Context: an optimization exercise on an open-source flow, tuned for small area and a short achievable clock period. The choices shown serve that exercise and are no tape-out recipe.
No functional check of the RTL was part of any run shown here.
Power is estimated from default activity; no workload was simulated.

**flow/config.mk**
```make
export PLATFORM = sky130hd
export DESIGN_NAME = acc
export DESIGN_NICKNAME = acc
export VERILOG_FILES = /design/flow/design.v
export SDC_FILE = /design/flow/constraint.sdc
export NUM_CORES = 4
export LEC_CHECK = 0
export ABC_AREA = 1
export CAP_MARGIN = 20
export CORE_MARGIN = 2
export CORE_UTILIZATION = 70
export CTS_BUF_LIST = sky130_fd_sc_hd__clkbuf_4
export SLEW_MARGIN = 20
export BUFFER_PORTS_ARGS = -buffer_cell sky130_fd_sc_hd__buf_2
```
**flow/constraint.sdc**
```tcl
create_clock -name core_clock -period 11.0 [get_ports {clk}]
set_input_delay 2.2000 -clock core_clock [delete_from_list [all_inputs] [get_ports {clk}]]
set_output_delay 2.2000 -clock core_clock [all_outputs]
set_load 0.01 [all_outputs]
```
**flow/design.v**
```verilog
module acc_scale24 (
    input  wire [7:0] c,
    output reg  [2:0] level
);
    always @* begin
        if      (c == 8'd255) level = 3'd5;
        else if (c >= 8'd204) level = 3'd4;
        else if (c >= 8'd153) level = 3'd3;
        else if (c >= 8'd102) level = 3'd2;
        else if (c >= 8'd51)  level = 3'd1;
        else                  level = 3'd0;
    end
endmodule
module acc_rgb_code (
    input  wire [2:0] red,
    input  wire [2:0] green,
    input  wire [2:0] blue,
    output wire [7:0] code
);
    assign code = 8'd16 + 8'd36 * red + 8'd6 * green + blue;
endmodule
module acc_classify (
    input  wire [7:0]  code,
    output reg  [10:0] var_out
);
    always @* begin
        case (code)
            8'd0: var_out = 11'h000;
            8'd1: var_out = 11'h001;
            8'd2: var_out = 11'h002;
            8'd3: var_out = 11'h003;
            8'd4: var_out = 11'h004;
            8'd5: var_out = 11'h005;
            8'd6: var_out = 11'h006;
            8'd7: var_out = 11'h007;
            8'd8: var_out = 11'h200;
            8'd9: var_out = 11'h201;
            8'd10: var_out = 11'h202;
            8'd11: var_out = 11'h203;
            8'd12: var_out = 11'h204;
            8'd13: var_out = 11'h205;
            8'd14: var_out = 11'h206;
            8'd15: var_out = 11'h207;
            8'd16: var_out = 11'h400;
            8'd17: var_out = 11'h401;
            8'd18: var_out = 11'h402;
            8'd19: var_out = 11'h403;
            8'd20: var_out = 11'h404;
            8'd21: var_out = 11'h405;
            8'd22: var_out = 11'h408;
            8'd23: var_out = 11'h409;
            8'd24: var_out = 11'h40a;
            8'd25: var_out = 11'h40b;
            8'd26: var_out = 11'h40c;
            8'd27: var_out = 11'h40d;
            8'd28: var_out = 11'h410;
            8'd29: var_out = 11'h411;
            8'd30: var_out = 11'h412;
            8'd31: var_out = 11'h413;
            8'd32: var_out = 11'h414;
            8'd33: var_out = 11'h415;
            8'd34: var_out = 11'h418;
            8'd35: var_out = 11'h419;
            8'd36: var_out = 11'h41a;
            8'd37: var_out = 11'h41b;
            8'd38: var_out = 11'h41c;
            8'd39: var_out = 11'h41d;
            8'd40: var_out = 11'h420;
            8'd41: var_out = 11'h421;
            8'd42: var_out = 11'h422;
            8'd43: var_out = 11'h423;
            8'd44: var_out = 11'h424;
            8'd45: var_out = 11'h425;
            8'd46: var_out = 11'h428;
            8'd47: var_out = 11'h429;
            8'd48: var_out = 11'h42a;
            8'd49: var_out = 11'h42b;
            8'd50: var_out = 11'h42c;
            8'd51: var_out = 11'h42d;
            8'd52: var_out = 11'h440;
            8'd53: var_out = 11'h441;
            8'd54: var_out = 11'h442;
            8'd55: var_out = 11'h443;
            8'd56: var_out = 11'h444;
            8'd57: var_out = 11'h445;
            8'd58: var_out = 11'h448;
            8'd59: var_out = 11'h449;
            8'd60: var_out = 11'h44a;
            8'd61: var_out = 11'h44b;
            8'd62: var_out = 11'h44c;
            8'd63: var_out = 11'h44d;
            8'd64: var_out = 11'h450;
            8'd65: var_out = 11'h451;
            8'd66: var_out = 11'h452;
            8'd67: var_out = 11'h453;
            8'd68: var_out = 11'h454;
            8'd69: var_out = 11'h455;
            8'd70: var_out = 11'h458;
            8'd71: var_out = 11'h459;
            8'd72: var_out = 11'h45a;
            8'd73: var_out = 11'h45b;
            8'd74: var_out = 11'h45c;
            8'd75: var_out = 11'h45d;
            8'd76: var_out = 11'h460;
            8'd77: var_out = 11'h461;
            8'd78: var_out = 11'h462;
            8'd79: var_out = 11'h463;
            8'd80: var_out = 11'h464;
            8'd81: var_out = 11'h465;
            8'd82: var_out = 11'h468;
            8'd83: var_out = 11'h469;
            8'd84: var_out = 11'h46a;
            8'd85: var_out = 11'h46b;
            8'd86: var_out = 11'h46c;
            8'd87: var_out = 11'h46d;
            8'd88: var_out = 11'h480;
            8'd89: var_out = 11'h481;
            8'd90: var_out = 11'h482;
            8'd91: var_out = 11'h483;
            8'd92: var_out = 11'h484;
            8'd93: var_out = 11'h485;
            8'd94: var_out = 11'h488;
            8'd95: var_out = 11'h489;
            8'd96: var_out = 11'h48a;
            8'd97: var_out = 11'h48b;
            8'd98: var_out = 11'h48c;
            8'd99: var_out = 11'h48d;
            8'd100: var_out = 11'h490;
            8'd101: var_out = 11'h491;
            8'd102: var_out = 11'h492;
            8'd103: var_out = 11'h493;
            8'd104: var_out = 11'h494;
            8'd105: var_out = 11'h495;
            8'd106: var_out = 11'h498;
            8'd107: var_out = 11'h499;
            8'd108: var_out = 11'h49a;
            8'd109: var_out = 11'h49b;
            8'd110: var_out = 11'h49c;
            8'd111: var_out = 11'h49d;
            8'd112: var_out = 11'h4a0;
            8'd113: var_out = 11'h4a1;
            8'd114: var_out = 11'h4a2;
            8'd115: var_out = 11'h4a3;
            8'd116: var_out = 11'h4a4;
            8'd117: var_out = 11'h4a5;
            8'd118: var_out = 11'h4a8;
            8'd119: var_out = 11'h4a9;
            8'd120: var_out = 11'h4aa;
            8'd121: var_out = 11'h4ab;
            8'd122: var_out = 11'h4ac;
            8'd123: var_out = 11'h4ad;
            8'd124: var_out = 11'h4c0;
            8'd125: var_out = 11'h4c1;
            8'd126: var_out = 11'h4c2;
            8'd127: var_out = 11'h4c3;
            8'd128: var_out = 11'h4c4;
            8'd129: var_out = 11'h4c5;
            8'd130: var_out = 11'h4c8;
            8'd131: var_out = 11'h4c9;
            8'd132: var_out = 11'h4ca;
            8'd133: var_out = 11'h4cb;
            8'd134: var_out = 11'h4cc;
            8'd135: var_out = 11'h4cd;
            8'd136: var_out = 11'h4d0;
            8'd137: var_out = 11'h4d1;
            8'd138: var_out = 11'h4d2;
            8'd139: var_out = 11'h4d3;
            8'd140: var_out = 11'h4d4;
            8'd141: var_out = 11'h4d5;
            8'd142: var_out = 11'h4d8;
            8'd143: var_out = 11'h4d9;
            8'd144: var_out = 11'h4da;
            8'd145: var_out = 11'h4db;
            8'd146: var_out = 11'h4dc;
            8'd147: var_out = 11'h4dd;
            8'd148: var_out = 11'h4e0;
            8'd149: var_out = 11'h4e1;
            8'd150: var_out = 11'h4e2;
            8'd151: var_out = 11'h4e3;
            8'd152: var_out = 11'h4e4;
            8'd153: var_out = 11'h4e5;
            8'd154: var_out = 11'h4e8;
            8'd155: var_out = 11'h4e9;
            8'd156: var_out = 11'h4ea;
            8'd157: var_out = 11'h4eb;
            8'd158: var_out = 11'h4ec;
            8'd159: var_out = 11'h4ed;
            8'd160: var_out = 11'h500;
            8'd161: var_out = 11'h501;
            8'd162: var_out = 11'h502;
            8'd163: var_out = 11'h503;
            8'd164: var_out = 11'h504;
            8'd165: var_out = 11'h505;
            8'd166: var_out = 11'h508;
            8'd167: var_out = 11'h509;
            8'd168: var_out = 11'h50a;
            8'd169: var_out = 11'h50b;
            8'd170: var_out = 11'h50c;
            8'd171: var_out = 11'h50d;
            8'd172: var_out = 11'h510;
            8'd173: var_out = 11'h511;
            8'd174: var_out = 11'h512;
            8'd175: var_out = 11'h513;
            8'd176: var_out = 11'h514;
            8'd177: var_out = 11'h515;
            8'd178: var_out = 11'h518;
            8'd179: var_out = 11'h519;
            8'd180: var_out = 11'h51a;
            8'd181: var_out = 11'h51b;
            8'd182: var_out = 11'h51c;
            8'd183: var_out = 11'h51d;
            8'd184: var_out = 11'h520;
            8'd185: var_out = 11'h521;
            8'd186: var_out = 11'h522;
            8'd187: var_out = 11'h523;
            8'd188: var_out = 11'h524;
            8'd189: var_out = 11'h525;
            8'd190: var_out = 11'h528;
            8'd191: var_out = 11'h529;
            8'd192: var_out = 11'h52a;
            8'd193: var_out = 11'h52b;
            8'd194: var_out = 11'h52c;
            8'd195: var_out = 11'h52d;
            8'd196: var_out = 11'h540;
            8'd197: var_out = 11'h541;
            8'd198: var_out = 11'h542;
            8'd199: var_out = 11'h543;
            8'd200: var_out = 11'h544;
            8'd201: var_out = 11'h545;
            8'd202: var_out = 11'h548;
            8'd203: var_out = 11'h549;
            8'd204: var_out = 11'h54a;
            8'd205: var_out = 11'h54b;
            8'd206: var_out = 11'h54c;
            8'd207: var_out = 11'h54d;
            8'd208: var_out = 11'h550;
            8'd209: var_out = 11'h551;
            8'd210: var_out = 11'h552;
            8'd211: var_out = 11'h553;
            8'd212: var_out = 11'h554;
            8'd213: var_out = 11'h555;
            8'd214: var_out = 11'h558;
            8'd215: var_out = 11'h559;
            8'd216: var_out = 11'h55a;
            8'd217: var_out = 11'h55b;
            8'd218: var_out = 11'h55c;
            8'd219: var_out = 11'h55d;
            8'd220: var_out = 11'h560;
            8'd221: var_out = 11'h561;
            8'd222: var_out = 11'h562;
            8'd223: var_out = 11'h563;
            8'd224: var_out = 11'h564;
            8'd225: var_out = 11'h565;
            8'd226: var_out = 11'h568;
            8'd227: var_out = 11'h569;
            8'd228: var_out = 11'h56a;
            8'd229: var_out = 11'h56b;
            8'd230: var_out = 11'h56c;
            8'd231: var_out = 11'h56d;
            8'd232: var_out = 11'h600;
            8'd233: var_out = 11'h601;
            8'd234: var_out = 11'h602;
            8'd235: var_out = 11'h603;
            8'd236: var_out = 11'h604;
            8'd237: var_out = 11'h605;
            8'd238: var_out = 11'h606;
            8'd239: var_out = 11'h607;
            8'd240: var_out = 11'h608;
            8'd241: var_out = 11'h609;
            8'd242: var_out = 11'h60a;
            8'd243: var_out = 11'h60b;
            8'd244: var_out = 11'h60c;
            8'd245: var_out = 11'h60d;
            8'd246: var_out = 11'h60e;
            8'd247: var_out = 11'h60f;
            8'd248: var_out = 11'h610;
            8'd249: var_out = 11'h611;
            8'd250: var_out = 11'h612;
            8'd251: var_out = 11'h613;
            8'd252: var_out = 11'h614;
            8'd253: var_out = 11'h615;
            8'd254: var_out = 11'h616;
            8'd255: var_out = 11'h617;
        endcase
    end
endmodule
module acc_var_encode (
    input  wire [8:0] rgb,
    output wire       range_err,
    output wire [2:0] bad_value
);
    wire rb = rgb[8] & rgb[7];
    wire gb = rgb[5] & rgb[4];
    wire bb = rgb[2] & rgb[1];
    assign range_err = rb | gb | bb;
    assign bad_value = {2'b11, rb ? rgb[6] : gb ? rgb[3] : rgb[0]};
endmodule
module acc (
    input  wire        clk,
    input  wire        rst,
    input  wire        req_valid,
    input  wire [31:0] req_word,
    output wire        rsp_valid,
    output wire [31:0] rsp_word
);
    wire [3:0] op = req_word[31:28];
    wire [7:0] r8 = req_word[23:16];
    wire [7:0] g8 = req_word[15:8];
    wire [7:0] b8 = req_word[7:0];
    reg       seq_active;
    reg       seq_sub;
    reg [7:0] seq_cur;
    wire o1 = op == 4'h1;
    wire o2 = op == 4'h2;
    wire o3 = op == 4'h3;
    wire o4 = op == 4'h4;
    wire o5 = op == 4'h5;
    wire o6 = op == 4'h6;
    wire o7 = op == 4'h7;
    wire o8 = op == 4'h8;
    wire o9 = op == 4'h9;
    wire oa = op == 4'hA;
    wire ob = op == 4'hB;
    wire oc = op == 4'hC;
    wire od = op == 4'hD;
    wire mbz_ok = req_word[27:24] == 4'd0;
    wire z_hi   = req_word[23:11] == 13'd0;
    wire z_8    = z_hi & (req_word[10:8] == 3'd0);
    wire z_3    = z_8 & (req_word[7:3] == 5'd0);
    wire z_all  = z_3 & (req_word[2:0] == 3'd0);
    wire l_c = mbz_ok;                  
    wire l_8 = mbz_ok & z_8;            
    wire l_3 = mbz_ok & z_3;            
    wire l_z = mbz_ok & z_all;          
    wire [1:0] tag = req_word[10:9];
    wire v_fmt = ~tag[1] ? (req_word[8:3] == 6'd0)
                         : (~tag[0] | (req_word[8:5] == 4'd0));
    wire l_v = mbz_ok & z_hi & v_fmt;
    wire       v_rgb_bad;
    wire [2:0] v_bad;
    acc_var_encode u_vchk (.rgb(req_word[8:0]), .range_err(v_rgb_bad), .bad_value(v_bad));
    wire v_grey_bad = req_word[4] & req_word[3];
    wire r_bad = (r8[7:3] != 5'd0) | (r8[2] & r8[1]);
    wire g_bad = (g8[7:3] != 5'd0) | (g8[2] & g8[1]);
    wire b_bad = (b8[7:3] != 5'd0) | (b8[2] & b8[1]);
    wire c_rng = r_bad | g_bad | b_bad;
    wire l_bad = (b8[7:5] != 3'd0) | (b8[4] & b8[3]);
    wire sel_ok = ~(req_word[2] & (req_word[1] | req_word[0]));
    wire legal = ((o1 | o2) & l_3) | ((o3 | o5 | o9 | ob) & l_c)
               | ((o4 | o7 | o8 | oa) & l_8) | (o6 & l_v)
               | (oc & l_3 & sel_ok) | (od & l_z);
    wire rng = ((o3 | o9) & c_rng) | ((o4 | oa) & l_bad)
             | (o6 & tag[1] & (tag[0] ? v_grey_bad : v_rgb_bad));
    wire sq_end = od & ~seq_active;
    wire st1 = ~legal | sq_end;
    wire st0 = legal & (rng | sq_end);
    wire [2:0] s_r, s_g, s_b;
    acc_scale24 u_sr (.c(r8), .level(s_r));
    acc_scale24 u_sg (.c(g8), .level(s_g));
    acc_scale24 u_sb (.c(b8), .level(s_b));
    wire use_s = (op == 4'h5) | (op == 4'hB);
    wire use_v = op == 4'h6;
    wire [2:0] ch_r = use_s ? s_r : use_v ? req_word[8:6] : r8[2:0];
    wire [2:0] ch_g = use_s ? s_g : use_v ? req_word[5:3] : g8[2:0];
    wire [2:0] ch_b = use_s ? s_b : b8[2:0];
    wire [7:0] code;
    acc_rgb_code u_code (.red(ch_r), .green(ch_g), .blue(ch_b), .code(code));
    wire [10:0] cls_var;
    acc_classify u_cls (.code(b8), .var_out(cls_var));
    wire [7:0] l_code = {3'b111, b8[4] | b8[3], ~b8[3], b8[2:0]};
    wire c_ok = ~c_rng;
    wire s_w8   = ((o1 | o2) & l_3) | (o8 & l_8) | ((o4 | oa) & l_8 & l_bad)
                | ((o3 | o9) & l_c & ~r_bad & ~g_bad & b_bad)
                | (o6 & l_v & (~tag[1] | (tag[0] & v_grey_bad)));
    wire s_b3   = (o2 & l_3) | (o6 & l_v & ~tag[1] & tag[0]);
    wire s_r8   = (o3 | o9) & l_c & r_bad;
    wire s_g8   = (o3 | o9) & l_c & ~r_bad & g_bad;
    wire s_code = (o3 & l_c & c_ok) | (o5 & l_c) | (o6 & l_v & tag[1] & ~tag[0] & ~v_rgb_bad);
    wire s_vbad = o6 & l_v & tag[1] & ~tag[0] & v_rgb_bad;
    wire s_lc   = ((o4 & l_8 & ~l_bad) | (o6 & l_v & tag[1] & tag[0] & ~v_grey_bad));
    wire s_pg   = oa & l_8 & ~l_bad;
    wire s_pack = (o9 & l_c & c_ok) | (ob & l_c);
    wire s_cls  = o7 & l_8;
    wire s_seq  = od & l_z & seq_active;
    wire [10:0] d =
          ({11{s_w8}}   & {3'd0, b8})
        | ({11{s_b3}}   & 11'd8)
        | ({11{s_r8}}   & {3'd0, r8})
        | ({11{s_g8}}   & {3'd0, g8})
        | ({11{s_code}} & {3'd0, code})
        | ({11{s_vbad}} & {8'd0, v_bad})
        | ({11{s_lc}}   & {3'd0, l_code})
        | ({11{s_pg}}   & {2'd3, 4'd0, b8[4:0]})
        | ({11{s_pack}} & {2'd2, ch_r, ch_g, ch_b})
        | ({11{s_cls}}  & cls_var)
        | ({11{s_seq}}  & {3'd0, seq_cur});
    wire accept  = req_valid & ~rst;
    wire do_strt = accept & oc & l_3 & sel_ok;
    wire do_next = accept & s_seq;
    wire sel_sub = req_word[2] | req_word[1] | req_word[0];
    reg [7:0] first;
    always @* begin
        case (req_word[2:0])
            3'd2:    first = 8'd8;
            3'd3:    first = 8'd16;
            3'd4:    first = 8'd232;
            default: first = 8'd0;
        endcase
    end
    wire at_end = (seq_cur == 8'd255)
                | (seq_sub & ((seq_cur == 8'd7) | (seq_cur == 8'd15) | (seq_cur == 8'd231)));
    always @(posedge clk) begin
        if (rst)
            seq_active <= 1'b0;
        else if (do_strt)
            seq_active <= 1'b1;
        else if (do_next & at_end)
            seq_active <= 1'b0;
    end
    always @(posedge clk) begin
        if (do_strt) begin
            seq_cur <= first;
            seq_sub <= sel_sub;
        end else if (do_next & ~at_end) begin
            seq_cur <= seq_cur + 8'd1;
        end
    end
    assign rsp_valid = accept;
    assign rsp_word  = {2'b00, st1, st0, 17'd0, d};
endmodule
```
**flow/flow/run.sh**
```bash
#!/bin/bash
# The standard layout with two changes: synthesis maps adders with the
# rest of the logic (no full/half-adder cell extraction), and the port
# buffers are plain buffers (sky130_fd_sc_hd__buf_2).
set -e
echo "export BUFFER_PORTS_ARGS = -buffer_cell sky130_fd_sc_hd__buf_2" >> config.mk
bash standard.sh ADDER_MAP_FILE= finish > standard.log 2>&1
```
**flow/standard.sh**
```bash
#!/bin/bash
# synth_recipe.tcl (not shown) runs the flow's synth.tcl, then flattens the netlist and writes it again
# the make line also repeats each setting of config.mk as NAME=value (left out here)
make -C /OpenROAD-flow-scripts/flow DESIGN_CONFIG=/design/flow/config.mk WORK_HOME=/design/flow/orfs CLKGATE_MAP_FILE= SYNTH_SCRIPT=/design/flow/synth_recipe.tcl "${@:-finish}"
```
==> results of run 1 <==
critical path: cells and delay by family:
kind | cells | cell delay [ns]
simple gates | 8 | 1.18
compound gates | 3 | 0.39
buf+inv | 5 | 0.98
cells in the mapped netlist (3+ instances only):
library cell  number
inv_1             86
inv_2             13
nor2_1            73
nand4_1           12
nand2_1          159
nand2_4            3
nor4_1             3
o211ai_1           6
nand3b_1           4
o21ai_1            5
o22ai_1           12
o31ai_1            3
o2111ai_1          9
nand3_1           44
buf_2              3
o21ai_0           39
o21ai_2            3
a21oi_1           37
nand2_2           16
nand3_2            5
buf_4             21
clkbuf_2           3
nor3_1             6
clkbuf_1           5
o311ai_0           3
a31oi_1            6
nor2_4             5
edfxtp_1           9
power by group through the flow:
stage                     logic [mW]  clock network (mW)  registers, mW
after detailed placement       0.114                   0         0.0416
after global routing           0.132              0.0310         0.0408
after global placement         0.111                   0         0.0416
final                          0.118              0.0287         0.0408
after floorplan               0.0923                   0         0.0416
after CTS                      0.114              0.0289         0.0408
cell families after synthesis:
logic type      Yosys count  synth area share (%)
simple gates            335                  46.8
compound gates          136                  25.5
buf+inv                 133                  18.4
flops                    10                  8.91
xor+xnor                  1                 0.269
other cells               1                 0.115
metal layers:
layer	vias up	global-route usage [%]
met5	-	0
met4	0	13.8
met3	84	6.25
met2	353	63.6
met1	1894	54.8
li1	2096	-
registers in the layout, indices dropped and copies added (netlist names):
signal	count
seq_cur	8
seq_active	1
seq_sub	1
final cells by class:
| cell class | count | area [sq um] |
|---|---|---|
| Inverter | 99 | 372 |
| Clock buffer | 4 | 30.0 |
| Sequential cell | 10 | 290 |
| Fill cell | 391 | 983 |
| Tap cell | 52 | 65.1 |
| Timing Repair Buffer | 48 | 240 |
| Multi-Input combinational cell | 491 | 2430 |
through the flow:
stage | instances | area [sq um] | hold WS (ns) | total power, mW | utilization [%]
4_1_cts | 704 | 3430 | 0.519 | 0.184 | 77.7
2_1_floorplan | 634 | 3320 | 0.478 | 0.134 | -
3_5_place_dp | 700 | 3400 | 0.519 | 0.156 | 77.0
6_report | 704 | 3430 | 0.522 | 0.188 | 77.7
5_1_grt | 704 | 3430 | 0.560 | 0.203 | 77.7
3_3_place_gp | 700 | 3400 | 0.508 | 0.153 | 77.0
final timing paths:
kind / cells after the start / slack [ns] / end / from
worst min-delay path: 2 / 0.52 / seq_active / seq_active
worst max register to register: 7 / 8.95 / seq_cur[4] / seq_cur[0]
worst min register to register: 2 / 0.52 / seq_active / seq_active
worst max-delay path: 16 / 4.04 / rsp_word[4] / req_word[5]
==> impl_metrics.yaml, run 1 <==
yosys:
  synth_top_cell_area_share_pct: 18.3
  async_reset_ff_share_pct: 0
  synth_ff_type: "edfxtp_1"
  syn_inst: 616
  yosysWarnings: 3
  synthDistinctLibCells: 46
  syn_area_per_cell_sq_um: 5.29
  yosysTopAreaCell: "nand2_1"
  ys_seq_area_share_pct: 8.91
  synth_edf_count: 9
  yosys-top-cells-area: "nand2_1 18%, inv_1 9.9%, nor2_1 8.4%"
  syn-cell-area_sq_mm: 0.00326
  synth-seq-cells: 10
timing:
  max_clock_freq_ghz: 0.144
  fin_ws_ns: 4.04
  fin_crit_ns: 6.96
  final_max_slew_viol_count: 0
  tightest_slew_ns: 0.685
  max_slew_margin_pct: 54.1
  setup_tns_ns: 0
  finClkSkew_ns: 0.00231
  fin_crit_sh_pct: 63.2
  finalSetupViolations: 0
  hold_violations: 0
  grt_setup_unrepaired: "false"
die:
  core_sq_mm: 0.00441
  fp.dieW_um: 72.2
  start_util_pct: 73.8
  dieArea_sq_mm: 0.00521
  io_pins: 68
  die_y_um: 72.2
  num_rows: 24
route:
  avgViaCountPerCell: 6.29
  detail_route.wl_per_cell_um: 14.9
  routed-via-count: 4427
  post-route-drc-count: 0
  met2_length_mm: 4.58
  drt_iter0_markers: 730
  wl_mm: 10.5
  wl_met1_mm: 4.02
  first_pass_iters: 8
  top_layer: "met4"
  postRouteAntennaNets: 0
  wl_met3_mm: 1.35
critical_path:
  cpMaxStageDelayCell: "inv_1"
  path_max_fanout: 21
  critPathCaptureType: "primary output"
  startpoint_type: "input pin"
  slowest_delay_ns: 0.45
  crit_top_cell: "nand2_1"
  critPathKind: "input pin to primary output"
  crit_required_ns: 8.80
  crit_arrival_ns: 4.76
  crit_chain: "buf_2 > inv_1 > nand2_1 > nor2_1 > nand2_1 > nor3_2 > nand2_1 > nand2_1 > inv_1 > nor2_4 > inv_1 > o22ai_1 > nor2_1 > o21ai_0 > o21bai_1 > buf_2"
global_routing:
  grt_pass1_wl_mm: 17.1
  antenna_found_initial: 0
  grt_pass1_vias: 3818
  overflow: 0
  grtUsageTotal_pct: 39.9
  grt_max_degree: 22
clocking:
  path_clk_slew_ns: 0.06
  hold_buffers: 0
  root_buffer: "clkbuf_4"
  cts_made_buffers: 3
  ctsResizeCount: 0
  cts_buffer_depth: 2
  cts_sinks: 10
  tritoncts: "yes"
  worstSkewPairLatency_ns: 0.26
  post-cts-setup-buffers: 0
  ctsHtreeMaxLevel: 1
power:
  sequentialPowerShare_pct: 21.7
  power.switching_mw: 0.0950
  ir_drop_mv: 0.0782
  power_density_mw_per_mm2: 54.7
  pwr-share-comb_pct: 63.0
  p_int_mw: 0.0927
  power.share.clock_pct: 15.3
  p_leak_nw: 1.82
  swShare_pct: 50.6
run_status:
  status: "timing/DRC/antenna clean"
placement:
  place_congestion: 1.08
  dp_hpwl_mm: 8.50
  pre_cts_slack_ns: 4.15
  port_buffers: 48
layout:
  fin_nets: 688
  layout_commonest_cell: "nand2_1"
  area_delta_synth_final_pct: 5.34
  final_layout_size_suffix_gt1_share_pct: 15.8
  mostFrequentLayoutCells: "159 x nand2_1, 86 x inv_1, 73 x nor2_1"
  diodes: 0
run:
  drv_cap: 0
min_path:
  min_path_type: "flop to flop"
==> run 2: changes to the inputs <==
--- a/flow/design.v
+++ b/flow/design.v
@@ -15,9 +15,229 @@
     input  wire [2:0] red,
     input  wire [2:0] green,
     input  wire [2:0] blue,
-    output wire [7:0] code
+    output reg  [7:0] code
 );
-    assign code = 8'd16 + 8'd36 * red + 8'd6 * green + blue;
+    always @* begin
+        case ({red, green, blue})
+            9'o000: code = 8'd16;
+            9'o001: code = 8'd17;
+            9'o002: code = 8'd18;
+            9'o003: code = 8'd19;
+            9'o004: code = 8'd20;
+            9'o005: code = 8'd21;
+            9'o010: code = 8'd22;
+            9'o011: code = 8'd23;
+            9'o012: code = 8'd24;
+            9'o013: code = 8'd25;
+            9'o014: code = 8'd26;
+            9'o015: code = 8'd27;
+            9'o020: code = 8'd28;
+            9'o021: code = 8'd29;
+            9'o022: code = 8'd30;
+            9'o023: code = 8'd31;
+            9'o024: code = 8'd32;
+            9'o025: code = 8'd33;
+            9'o030: code = 8'd34;
+            9'o031: code = 8'd35;
+            9'o032: code = 8'd36;
+            9'o033: code = 8'd37;
+            9'o034: code = 8'd38;
+            9'o035: code = 8'd39;
+            9'o040: code = 8'd40;
+            9'o041: code = 8'd41;
+            9'o042: code = 8'd42;
+            9'o043: code = 8'd43;
+            9'o044: code = 8'd44;
+            9'o045: code = 8'd45;
+            9'o050: code = 8'd46;
+            9'o051: code = 8'd47;
+            9'o052: code = 8'd48;
+            9'o053: code = 8'd49;
+            9'o054: code = 8'd50;
+            9'o055: code = 8'd51;
+            9'o100: code = 8'd52;
+            9'o101: code = 8'd53;
+            9'o102: code = 8'd54;
+            9'o103: code = 8'd55;
+            9'o104: code = 8'd56;
+            9'o105: code = 8'd57;
+            9'o110: code = 8'd58;
+            9'o111: code = 8'd59;
+            9'o112: code = 8'd60;
+            9'o113: code = 8'd61;
+            9'o114: code = 8'd62;
+            9'o115: code = 8'd63;
+            9'o120: code = 8'd64;
+            9'o121: code = 8'd65;
+            9'o122: code = 8'd66;
+            9'o123: code = 8'd67;
+            9'o124: code = 8'd68;
+            9'o125: code = 8'd69;
+            9'o130: code = 8'd70;
+            9'o131: code = 8'd71;
+            9'o132: code = 8'd72;
+            9'o133: code = 8'd73;
+            9'o134: code = 8'd74;
+            9'o135: code = 8'd75;
+            9'o140: code = 8'd76;
+            9'o141: code = 8'd77;
+            9'o142: code = 8'd78;
+            9'o143: code = 8'd79;
+            9'o144: code = 8'd80;
+            9'o145: code = 8'd81;
+            9'o150: code = 8'd82;
+            9'o151: code = 8'd83;
+            9'o152: code = 8'd84;
+            9'o153: code = 8'd85;
+            9'o154: code = 8'd86;
+            9'o155: code = 8'd87;
+            9'o200: code = 8'd88;
+            9'o201: code = 8'd89;
+            9'o202: code = 8'd90;
+            9'o203: code = 8'd91;
+            9'o204: code = 8'd92;
+            9'o205: code = 8'd93;
+            9'o210: code = 8'd94;
+            9'o211: code = 8'd95;
+            9'o212: code = 8'd96;
+            9'o213: code = 8'd97;
+            9'o214: code = 8'd98;
+            9'o215: code = 8'd99;
+            9'o220: code = 8'd100;
+            9'o221: code = 8'd101;
+            9'o222: code = 8'd102;
+            9'o223: code = 8'd103;
+            9'o224: code = 8'd104;
+            9'o225: code = 8'd105;
+            9'o230: code = 8'd106;
+            9'o231: code = 8'd107;
+            9'o232: code = 8'd108;
+            9'o233: code = 8'd109;
+            9'o234: code = 8'd110;
+            9'o235: code = 8'd111;
+            9'o240: code = 8'd112;
+            9'o241: code = 8'd113;
+            9'o242: code = 8'd114;
+            9'o243: code = 8'd115;
+            9'o244: code = 8'd116;
+            9'o245: code = 8'd117;
+            9'o250: code = 8'd118;
+            9'o251: code = 8'd119;
+            9'o252: code = 8'd120;
+            9'o253: code = 8'd121;
+            9'o254: code = 8'd122;
+            9'o255: code = 8'd123;
+            9'o300: code = 8'd124;
+            9'o301: code = 8'd125;
+            9'o302: code = 8'd126;
+            9'o303: code = 8'd127;
+            9'o304: code = 8'd128;
+            9'o305: code = 8'd129;
+            9'o310: code = 8'd130;
+            9'o311: code = 8'd131;
+            9'o312: code = 8'd132;
+            9'o313: code = 8'd133;
+            9'o314: code = 8'd134;
+            9'o315: code = 8'd135;
+            9'o320: code = 8'd136;
+            9'o321: code = 8'd137;
+            9'o322: code = 8'd138;
+            9'o323: code = 8'd139;
+            9'o324: code = 8'd140;
+            9'o325: code = 8'd141;
+            9'o330: code = 8'd142;
+            9'o331: code = 8'd143;
+            9'o332: code = 8'd144;
+            9'o333: code = 8'd145;
+            9'o334: code = 8'd146;
+            9'o335: code = 8'd147;
+            9'o340: code = 8'd148;
+            9'o341: code = 8'd149;
+            9'o342: code = 8'd150;
+            9'o343: code = 8'd151;
+            9'o344: code = 8'd152;
+            9'o345: code = 8'd153;
+            9'o350: code = 8'd154;
+            9'o351: code = 8'd155;
+            9'o352: code = 8'd156;
+            9'o353: code = 8'd157;
+            9'o354: code = 8'd158;
+            9'o355: code = 8'd159;
+            9'o400: code = 8'd160;
+            9'o401: code = 8'd161;
+            9'o402: code = 8'd162;
+            9'o403: code = 8'd163;
+            9'o404: code = 8'd164;
+            9'o405: code = 8'd165;
+            9'o410: code = 8'd166;
+            9'o411: code = 8'd167;
+            9'o412: code = 8'd168;
+            9'o413: code = 8'd169;
+            9'o414: code = 8'd170;
+            9'o415: code = 8'd171;
+            9'o420: code = 8'd172;
+            9'o421: code = 8'd173;
+            9'o422: code = 8'd174;
+            9'o423: code = 8'd175;
+            9'o424: code = 8'd176;
+            9'o425: code = 8'd177;
+            9'o430: code = 8'd178;
+            9'o431: code = 8'd179;
+            9'o432: code = 8'd180;
+            9'o433: code = 8'd181;
+            9'o434: code = 8'd182;
+            9'o435: code = 8'd183;
+            9'o440: code = 8'd184;
+            9'o441: code = 8'd185;
+            9'o442: code = 8'd186;
+            9'o443: code = 8'd187;
+            9'o444: code = 8'd188;
+            9'o445: code = 8'd189;
+            9'o450: code = 8'd190;
+            9'o451: code = 8'd191;
+            9'o452: code = 8'd192;
+            9'o453: code = 8'd193;
+            9'o454: code = 8'd194;
+            9'o455: code = 8'd195;
+            9'o500: code = 8'd196;
+            9'o501: code = 8'd197;
+            9'o502: code = 8'd198;
+            9'o503: code = 8'd199;
+            9'o504: code = 8'd200;
+            9'o505: code = 8'd201;
+            9'o510: code = 8'd202;
+            9'o511: code = 8'd203;
+            9'o512: code = 8'd204;
+            9'o513: code = 8'd205;
+            9'o514: code = 8'd206;
+            9'o515: code = 8'd207;
+            9'o520: code = 8'd208;
+            9'o521: code = 8'd209;
+            9'o522: code = 8'd210;
+            9'o523: code = 8'd211;
+            9'o524: code = 8'd212;
+            9'o525: code = 8'd213;
+            9'o530: code = 8'd214;
+            9'o531: code = 8'd215;
+            9'o532: code = 8'd216;
+            9'o533: code = 8'd217;
+            9'o534: code = 8'd218;
+            9'o535: code = 8'd219;
+            9'o540: code = 8'd220;
+            9'o541: code = 8'd221;
+            9'o542: code = 8'd222;
+            9'o543: code = 8'd223;
+            9'o544: code = 8'd224;
+            9'o545: code = 8'd225;
+            9'o550: code = 8'd226;
+            9'o551: code = 8'd227;
+            9'o552: code = 8'd228;
+            9'o553: code = 8'd229;
+            9'o554: code = 8'd230;
+            9'o555: code = 8'd231;
+            default: code = 8'd0;
+        endcase
+    end
 endmodule
 module acc_classify (
     input  wire [7:0]  code,
==> run 2 against run 1 <==
  * Cell area rose by 7.7%
  * Worst hold slack improved by 0.045 ns
  * Combinational power about the same
==> impl_metrics.yaml, run 2 <==
critical_path:
  crit_path_start: "req_word[3]"
  crit_family: "simple AND/OR/NAND/NOR gates"
  critPathCaptureType: "primary output"
  crit_top_cell: "inv_1"
  path_buf_inv: 5
  rr_worst_depth: 9
  regToRegSetupSlack_ns: 8.93
  path_max_fanout: 15
  cp.depth: 13
  startpoint_type: "input pin"
  r2r_start: "seq_cur[1]"
  crit_arrival_ns: 4.66
  r2r-end: "seq_cur[0]"
  crit_required_ns: 8.80
  crit_chain: "buf_2 > inv_1 > nand2_1 > nor2_1 > inv_1 > nor2_4 > nand3_1 > inv_1 > nand2_1 > nand4_1 > nor2_1 > nand3_1 > buf_2"
  slowest_delay_ns: 0.37
  critPathKind: "input pin to primary output"
  cpMaxStageDelayCell: "inv_1"
  endpoint: "rsp_word[2]"
placement:
  place_congestion: 1.11
  dp_hpwl_mm: 8.84
  port_buffers: 48
  dp_cells: 750
timing:
  grt_setup_unrepaired: "false"
  tightest_slew_ns: 0.701
  final_max_slew_viol_count: 0
  max_slew_margin_pct: 53.0
  max_clock_freq_ghz: 0.146
  setup_tns_ns: 0
  finClkSkew_ns: 0.00241
  fin_crit_ns: 6.86
  hold_violations: 0
  fin_crit_sh_pct: 62.4
  finalSetupViolations: 0
global_routing:
  antenna_found_initial: 0
  grt_pass1_vias: 4000
  grt_pass1_wl_mm: 18.1
  overflow: 0
  grt_max_degree: 19
  grtUsageTotal_pct: 40.6
run_status:
  status: "timing/DRC/antenna clean"
route:
  post-route-drc-count: 0
  avgViaCountPerCell: 6.20
  first_pass_iters: 7
  routed-via-count: 4676
  detail_route.wl_per_cell_um: 14.8
  drt_iter0_markers: 662
  postRouteAntennaNets: 0
  wl_mm: 11.1
layout:
  layout_commonest_cell: "nand2_1"
  mostFrequentLayoutCells: "184 x nand2_1, 78 x inv_1, 70 x nor2_1"
  final_core_util_pct: 77.2
  largest_register: "seq_cur"
  diodes: 0
  stdcell_count: 754
  n_fill_cell: 434
  largest_reg_flops: 8
  top_regs: "seq_cur x8, seq_active x1, seq_sub x1"
  final_layout_size_suffix_gt1_share_pct: 17.8
  area_delta_synth_final_pct: 5.16
  fin_nets: 723
yosys:
  ys_seq_area_share_pct: 8.26
  syn-cell-area_sq_mm: 0.00351
  synth_ff_type: "edfxtp_1"
  yosys-top-cells-area: "nand2_1 20%, nand3_1 9.4%, inv_1 8.3%"
  yosysTopAreaCell: "nand2_1"
  synth-seq-cells: 10
  synthDistinctLibCells: 51
  synth_top_cell_area_share_pct: 19.7
  yosysMostFrequentCell: "nand2_1"
  synth_edf_count: 9
  syn_area_per_cell_sq_um: 5.39
  yosysWarnings: 4
  async_reset_ff_share_pct: 0
  syn_inst: 652
  ys_top_cells_by_count: "184 x nand2_1, 78 x inv_1, 70 x nor2_1, 66 x nand3_1, 33 x o21ai_0"
clocking:
  hold_buffers: 0
  cts_buffer_depth: 2
  worstSkewPairLatency_ns: 0.27
  root_buffer: "clkbuf_4"
  cts_sinks: 10
  ctsHtreeMaxLevel: 1
  path_clk_slew_ns: 0.06
  tritoncts: "yes"
  ctsResizeCount: 0
  post-cts-setup-buffers: 0
  cts_made_buffers: 3
power:
  power.share.clock_pct: 15.0
  power.switching_mw: 0.0974
  ir_drop_mv: 0.0704
  power_density_mw_per_mm2: 51.5
  swShare_pct: 51.2
  sequentialPowerShare_pct: 21.4
  pwr-share-comb_pct: 63.6
  p_int_mw: 0.0928
  p_leak_nw: 1.93
die:
  die_y_um: 74.9
  core_sq_mm: 0.00479
  num_rows: 25
  dieArea_sq_mm: 0.00560
  fp.dieW_um: 74.9
  start_util_pct: 73.4
  io_pins: 68
run:
  drv_cap: 0
min_path:
  min_path_type: "flop to flop"
[run 2: changes by cell type after synthesis, moves of 4 or more]
cell,delta
nand2_1,+25
nand3_1,+22
inv_1,-8
o2111ai_1,-8
a21oi_1,-6
o21ai_0,-6
nor3_1,+5
nor3_2,+5
nand4_1,+4
o211ai_1,+4
o221ai_1,+4
o22ai_1,-4
[run 2: power by group through the flow]
| stage | logic [mW] | registers [mW] | clock network, mW |
|---|---|---|---|
| after floorplan | 0.0943 | 0.0416 | 0 |
| after global placement | 0.114 | 0.0416 | 0 |
| after detailed placement | 0.116 | 0.0416 | 0 |
| after CTS | 0.117 | 0.0408 | 0.0295 |
| after global routing | 0.133 | 0.0408 | 0.0307 |
| final | 0.121 | 0.0408 | 0.0285 |
[run 2: cell families after synthesis]
kind of cell    count (synthesis)  share of synthesized area [%]
simple gates                  395                           53.5
other cells                     1                          0.107
flops                          10                           8.26
compound gates                114                           20.4
buf+inv                       131                           17.3
xor+xnor                        1                          0.463
[run 2: worst min-delay path by stage]
stage	start	to	slack, ns	depth (start not counted)
after floorplan	seq_active	seq_active	0.53	3
after global placement	seq_active	seq_active	0.55	3
after detailed placement	seq_active	seq_active	0.56	3
after CTS	seq_active	seq_active	0.57	3
after global routing	seq_active	seq_active	0.61	3
final	seq_active	seq_active	0.57	3
[run 2: area by class of cell]
class	instances	area [sq um]	area share [%]
Clock buffer	4	30.0	0.812
Inverter	96	363	9.82
Multi-Input combinational cell	529	2690	72.7
Sequential cell	10	290	7.85
Tap cell	67	83.8	2.27
Timing Repair Buffer	48	240	6.50
[run 2: layer usage]
metal	global-route usage [%]	vias to the layer above	wire length (um)
li1	-	2195	-
met1	51.8	2005	4230
met3	7.63	97	1440
met5	0	-	0
met2	65.6	379	4800
met4	19.6	0	670
[run 2: tightest hold or removal path, cell delays in order (launching register included)]
cell     delay [ns]
dfxtp_1        0.31
inv_1          0.07
a311o_1        0.11
nand2_1        0.04
[run 2: per-stage QoR]
| step | worst slack [ns] | instance area, sq um | total power [mW] | hold WS (ns) |
|---|---|---|---|---|
| after floorplan | 5.09 | 3580 | 0.136 | 0.532 |
| after global placement | 4.29 | 3660 | 0.156 | 0.553 |
| after detailed placement | 4.30 | 3660 | 0.158 | 0.558 |
| after CTS | 4.27 | 3690 | 0.187 | 0.566 |
| after global routing | 3.96 | 3700 | 0.204 | 0.612 |
| final | 4.14 | 3700 | 0.190 | 0.567 |

==> port drivers added, routing unchanged <==
Ports are ideal in the flow. The routed layouts listed here were re-timed in OpenROAD. Step 1 assumes that a clkbuf_16 drives the clock port and a buf_2 every other input. Step 2 also shifts input and output timing later by t, the mid clock arrival at the registers, as if the neighbouring blocks saw the same clock. Slacks: no drivers / after step 1 / after step 2; pairs: no drivers / after step 1.
run | t, ns | slack for setup (ns) | worst slew at a driven data input, ns
run 1 | 0.282 | 4.044 / 4.026 / 4.026 | 0.03
run 2 | 0.282 | 4.138 / 4.120 / 4.120 | 0.03
After both steps every run listed still meets setup and hold.
